Source: an optimization exercise on an open RTL-to-GDS flow (aim: small area, a short achievable clock period and few clock cycles). Production flows keep margins and buffers that such runs may drop. Only the layout flow was run in this run; the RTL was not checked for function there. No activity file was given, so power comes from the tool's default toggle rates.

==> flow/design.v <==
module rbsm_matcher #(
    parameter PAT_MAX = 8,     
    parameter N_SLOT  = 11     
) (
    input  wire        clk,
    input  wire        rst,           
    input  wire        pl_clr,        
    input  wire        pl_push,       
    input  wire [3:0]  pl_slot,
    input  wire [7:0]  pl_byte,
    input  wire        cmd_wait,
    input  wire        cmd_mok,
    input  wire        cmd_merr,
    input  wire        cmd_clr,
    input  wire [31:0] cmd_timeout,
    input  wire        ms_tick,
    input  wire        rx_valid,
    input  wire [7:0]  rx_byte,
    output wire        rx_ready,
    output wire        busy,
    output reg         done,
    output reg  [2:0]  outcome,
    output wire        urc_valid,
    output reg  [2:0]  urc_index,
    input  wire        urc_done
);
    localparam LW = $clog2(PAT_MAX + 1);
    localparam [1:0] S_IDLE    = 2'd0,
                     S_WAITING = 2'd1,
                     S_HANDLER = 2'd2;
    localparam [2:0] O_OK      = 3'd1,
                     O_ERROR   = 3'd2,
                     O_TIMEOUT = 3'd3,
                     O_MATCH1  = 3'd4;
    reg [1:0]  state;
    reg        mok, merr;
    reg [31:0] remain;
    reg [7:0]    pat [0:N_SLOT-1][0:PAT_MAX-1];
    reg [LW-1:0] len [0:N_SLOT-1];
    integer s;
    always @(posedge clk) begin
        if (rst) begin
            for (s = 0; s < N_SLOT; s = s + 1)
                len[s] <= {LW{1'b0}};
        end else if (pl_slot < N_SLOT) begin
            if (pl_clr) begin
                len[pl_slot] <= {LW{1'b0}};
            end else if (pl_push && len[pl_slot] < PAT_MAX) begin
                pat[pl_slot][len[pl_slot][LW-2:0]] <= pl_byte;
                len[pl_slot] <= len[pl_slot] + 1'b1;
            end
        end
    end
    reg [8*PAT_MAX-1:0] hist;
    reg [LW-1:0]        cnt;
    assign rx_ready  = (state == S_WAITING);
    assign busy      = (state != S_IDLE);
    assign urc_valid = (state == S_HANDLER);
    wire take = rx_valid && rx_ready;
    wire [8*PAT_MAX-1:0] cand     = {hist[8*PAT_MAX-9:0], rx_byte};
    wire [LW-1:0]        cand_cnt = (cnt == PAT_MAX) ? cnt : cnt + 1'b1;
    reg [8*PAT_MAX-1:0] cand_rev;
    integer k;
    always @(*) begin
        for (k = 0; k < PAT_MAX; k = k + 1)
            cand_rev[8*k +: 8] = cand[8*(PAT_MAX-1-k) +: 8];
    end
    reg [N_SLOT-1:0]    slot_hit;
    reg [8*PAT_MAX-1:0] window;
    reg                 eq;
    integer i, j;
    always @(*) begin
        for (i = 0; i < N_SLOT; i = i + 1) begin
            window = cand_rev >> (8 * (PAT_MAX - len[i]));
            eq = 1'b1;
            for (j = 0; j < PAT_MAX; j = j + 1)
                if (j < len[i] && window[8*j +: 8] != pat[i][j])
                    eq = 1'b0;
            slot_hit[i] = eq && (len[i] != 0) && (len[i] <= cand_cnt);
        end
    end
    wire hit_ok  = (cand_cnt >= 4) && (cand[31:0] == {"O", "K", 8'h0D, 8'h0A});
    wire hit_err = (cand_cnt >= 7) &&
                   (cand[55:0] == {"E", "R", "R", "O", "R", 8'h0D, 8'h0A});
    reg       arb_urc, arb_out;
    reg [2:0] arb_idx, arb_outcome;
    integer u;
    always @(*) begin
        arb_urc     = 1'b0;
        arb_out     = 1'b0;
        arb_idx     = 3'd0;
        arb_outcome = 3'd0;
        for (u = 7; u >= 0; u = u - 1)
            if (slot_hit[u]) begin
                arb_urc = 1'b1;
                arb_idx = u[2:0];
            end
        if (!arb_urc) begin
            if (slot_hit[8]) begin
                arb_out = 1'b1; arb_outcome = O_MATCH1;
            end else if (slot_hit[9]) begin
                arb_out = 1'b1; arb_outcome = O_MATCH1 + 3'd1;
            end else if (slot_hit[10]) begin
                arb_out = 1'b1; arb_outcome = O_MATCH1 + 3'd2;
            end else if (mok && hit_ok) begin
                arb_out = 1'b1; arb_outcome = O_OK;
            end else if (merr && hit_err) begin
                arb_out = 1'b1; arb_outcome = O_ERROR;
            end
        end
    end
    always @(posedge clk) begin
        if (rst) begin
            state     <= S_IDLE;
            mok       <= 1'b0;
            merr      <= 1'b0;
            remain    <= 32'd0;
            cnt       <= {LW{1'b0}};
            done      <= 1'b0;
            outcome   <= 3'd0;
            urc_index <= 3'd0;
        end else begin
            done <= 1'b0;
            if (ms_tick && state != S_IDLE && remain != 0)
                remain <= remain - 1'b1;
            case (state)
            S_IDLE: begin
                if (cmd_wait) begin
                    state  <= S_WAITING;
                    mok    <= cmd_mok;
                    merr   <= cmd_merr;
                    remain <= cmd_timeout;
                    if (cmd_clr)
                        cnt <= {LW{1'b0}};
                end
            end
            S_WAITING: begin
                if (take) begin
                    hist <= cand;
                    cnt  <= cand_cnt;
                    if (arb_urc) begin
                        state     <= S_HANDLER;
                        urc_index <= arb_idx;
                    end else if (arb_out) begin
                        state   <= S_IDLE;
                        done    <= 1'b1;
                        outcome <= arb_outcome;
                    end
                end else if (!rx_valid && remain == 0) begin
                    state   <= S_IDLE;
                    done    <= 1'b1;
                    outcome <= O_TIMEOUT;
                end
            end
            S_HANDLER: begin
                if (urc_done) begin
                    state <= S_WAITING;
                    cnt   <= {LW{1'b0}};    
                end
            end
            default: state <= S_IDLE;
            endcase
        end
    end
endmodule
==> flow/run.sh <==
#!/bin/bash
# synth_recipe.tcl (not shown) runs the flow's synth.tcl, then flattens the netlist and writes it again
# the make line also repeats each setting of config.mk as NAME=value (left out here)
make -C /OpenROAD-flow-scripts/flow DESIGN_CONFIG=/design/flow/config.mk WORK_HOME=/design/flow/orfs CLKGATE_MAP_FILE= SYNTH_SCRIPT=/design/flow/synth_recipe.tcl finish
==> flow/config.mk <==
export PLATFORM = sky130hd
export DESIGN_NAME = rbsm_matcher
export DESIGN_NICKNAME = rbsm_matcher
export VERILOG_FILES = /design/flow/design.v
export SDC_FILE = /design/flow/constraint.sdc
export NUM_CORES = 4
export LEC_CHECK = 0
export CAP_MARGIN = 20
export CORE_MARGIN = 2
export CORE_UTILIZATION = 30
export PLACE_DENSITY = 0.45
export SLEW_MARGIN = 20
==> flow/constraint.sdc <==
create_clock -name core_clock -period 8.0 [get_ports {clk}]
set_input_delay 1.6000 -clock core_clock [delete_from_list [all_inputs] [get_ports {clk}]]
set_output_delay 1.6000 -clock core_clock [all_outputs]
set_load 0.01 [all_outputs]
==> metrics.md <==
| Metric | Value |
|---|---|
| Unique masters post-synth | 113 |
| Switch Pwr | 3.48 mW |
| Setup-failing EPs final | 0 |
| Min Hold Slack | 495 ps |
| CTS sink cnt | 851 |
| ANT nets after route | 0 |
| Die Footprint | 0.223 mm² |
| Most numerous cell in the Yosys netlist | edfxtp_1 |
| Setup Fix Bufs, Post-CTS | 0 |
| Critical Path End Type | flip-flop |
| Vias per inst | 6.53 |
| Synth top cells by count | edfxtp_1, mux2i_1, nand2_1, nor2_1, clkbuf_1 |
| Core area | 0.217 mm² |
| Post-Synthesis Mean Instance Area | 10.0 µm² |
| Vias in the first global route | 57300 |
| # nets final | 6491 |
| Setup TNS | 0 ps |
| Clk buf depth | 3 |
| Synthesized flop and latch total | 851 |
| DR vias | 61000 |
| Power per cell area | 164 mW/mm² |
| Maxcap violations | 0 |
| Post-synth top area cell | edfxtp_1 |
| Setup crit start kind | flip-flop |
| RSZ-0062 raised after global routing | false |
| Clock power frac | 43.1% |
| Sequential share of power | 41.6% |
| Global route overflow | 0 |
| Arr. time, crit path | 7660 ps |
| Post-DP Area | 0.0693 mm² |
| Mapped Area | 0.0656 mm² |
| Port bufs | 72 |
| Pre-antenna DRT Iters | 9 |
| Util after Layout | 33.6% |
| Register area share after synthesis | 37.5% |
| Fillcell total | 21900 |
| CTS Root Cell | clkbuf_16 |
| Fmax | 143 MHz |
| Finished Layout Cells | 9340 |
| Comb pwr share | 15.2% |
| Starting Density | 30.2% |
| GRT Total Usage | 28.6% |
| Post-Syn Nets | 6696 |
| Post-Syn Instances | 6557 |
| Synth area leaders | edfxtp_1, mux2i_1, mux4_2 |
| Share of the synthesized area in the top cell type | 34.8% |
| Kind of critical path | flip-flop to flip-flop |
| H-tree levels | 3 |
| Clock skew | 59.1 ps |
| Most used cell, CP | inv_1 |
| Slew @ Worst Pin | 1310 ps |
| Worst-path fanout max | 62 |
| Slew margin rel. | 12.9% |
| Sw Ratio | 29.1% |
| WL final | 332 mm |
| Slowest cell on the critical path | ha_2 |
| Final Cycle Share | 87.6% |
| Ports | 73 |
| FFs w/ async S/R, synth | 0% |
| Drt drc | 0 |
| CTS tree | built |
| Die width | 472 µm |
| Final slew viol count | 0 |
| Main flop type after synthesis | edfxtp_1 |
| Status | no timing/DRC/antenna violations |
| First-pass GRT wire length | 456 mm |
| Die Ht | 472 µm |
| EDFF count, synth | 760 |
| Max rail drop VDD | 168 µV |
| Clock slew at reported path FFs | 70 ps |
| Warning count from the yosys run | 2 |
| Num CTS Buffers | 108 |
| Buffer and inverter count on the worst path | 2 |
| Placed insts | 9096 |
| CTS Hold Buffers Added | 0 |
| Multi-input gate area | 0.0376 mm² |
| Initial antenna violation count | 38 |
| Final Instance Area | 0.0731 mm² |
| Row count | 171 |
| Area Growth Syn to Fin | 11.4% |
| Storage cell area | 0.0247 mm² |
| Leak | 22.5 nW |
| Fin. Hold Viols | 0 |
| Cell Int Power | 8.50 mW |
| Worst Hold Class | flip-flop to flip-flop |
| Worst skew pair latency | 790 ps |
| Worst path required time | 8650 ps |
| Dpl hpwl | 212 mm |
| Critical path cell sequence | inv_1, ha_2, inv_1, a211oi_1, nor2_1, o2bb2a_1, xnor2_1, a2111oi_0, nand4_1, nor4b_1, o21bai_1, nand4bb_1, o31ai_2, mux2_4 |
| Largest net degree at the start of global routing | 80 |
| Critical Path Max Stage Delay | 1180 ps |
| WL/cell | 35.6 µm |
| Cell family with most CP delay | compound AO/OA/AOI/OAI gates |
| Post-CTS Resized | 0 |
| DR iter-0 viols | 9411 |
| Final min period | 7010 ps |
| Share of layout cells above drive strength 1 | 13.7% |
| GPL Wtd Cong | 0.952 |
[worst reg2reg max path, delay by kind of cell (launching register included)]
family                     cells  cell delay [ps]
and+or+nand+nor                4             1550
DFF                            1              980
buffers and inverters          2             1010
xor gates and xnor gates       1              130
adders and majority gates      1             1180
AOI/OAI and AO/OA              5             1720
muxes                          1              310
[per-stage QoR]
| stage | total power, mW | worst slack (ps) |
|---|---|---|
| detailed placement | 6.83 | 1330 |
| global placement | 6.81 | 1320 |
| CTS | 12.0 | 1310 |
| global route | 12.2 | 806 |
| floorplan | 6.00 | 3120 |
| finish | 12.0 | 990 |
[registers in the layout, indices dropped and copies added, names as in the netlist]
name       flops
pat          704
done           1
merr           1
len           44
mok            1
urc_index      3
hist          56
outcome        3
remain        32
cnt            4
state          2
[cell type report]
type	count	share of cell area (%)
Tap cell	2854	4.89
Timing Repair Buffer	304	3.59
Antenna cell	45	0.154
Sequential cell	851	33.8
Multi-Input combinational cell	4880	51.5
Inverter	207	1.06
Clock inverter	61	0.945
Clock buffer	138	4.09
[final timing paths]
path                                start       end  slack, ps  cells after the start
worst max-delay path            len[2][0]  state[0]        990                     14
worst min-delay path               cnt[3]    cnt[3]        500                      2
worst max register to register  len[2][0]  state[0]        990                     14
worst min register to register     cnt[3]    cnt[3]        500                      2
[power groups by stage]
stage	sequential (mW)	combinational, mW	clock [mW]
2_1_floorplan	5.02	0.981	0
3_3_place_gp	5.08	1.74	0
3_5_place_dp	5.08	1.75	0
4_1_cts	4.98	1.76	5.23
5_1_grt	4.99	1.87	5.39
6_report	4.99	1.82	5.17
[cells by family after synthesis]
group | share of synthesized area [%]
compound gates | 19.9
xor+xnor | 5.88
fa+ha+maj | 1.46
buf+inv | 5.32
flops | 37.5
mux | 16.6
simple gates | 13.3
[metal layers]
| layer | track usage [%] | wire, µm |
|---|---|---|
| met1 | 37.0 | 132000 |
| met2 | 43.5 | 145000 |
| met3 | 7.16 | 34500 |
| met4 | 15.9 | 20100 |
| met5 | 0.324 | 11 |
[cells in the final DEF (no fill, tap or decap), types with 179 or more instances in the layout]
master and instances:
buf_4 232, xor2_1 203, a21oi_1 269, edfxtp_1 760, nor2_1 418, mux2i_1 505, nand2_1 433, mux4_2 179
xnor2_1 229, o21ai_0 281, inv_1 200

==> afterwards: timing with drivers on the ports <==
How much do the figures lean on ideal ports? The routed layout below was timed once more, with nothing changed but the port constraints.
Step 1, drivers: a clkbuf_16 drives clk and a buf_2 each remaining input, both assumed.
Step 2, shift: input delay + t, output delay - t, t = (earliest + latest rising clock arrival at the registers) / 2. This alone moves slack from input paths to output paths.
Three values: ideal, step 1, step 2; two values: the first two.
t (ns): 0.857
setup WS [ns]: 0.990 / 0.990 / 0.990
worst data-port slew with drivers (ns): 0.16
After both steps this run still meets setup and hold. For this run, drivers alone change the setup slack by 0.000 ns; drivers and shift together by 0.000 ns.
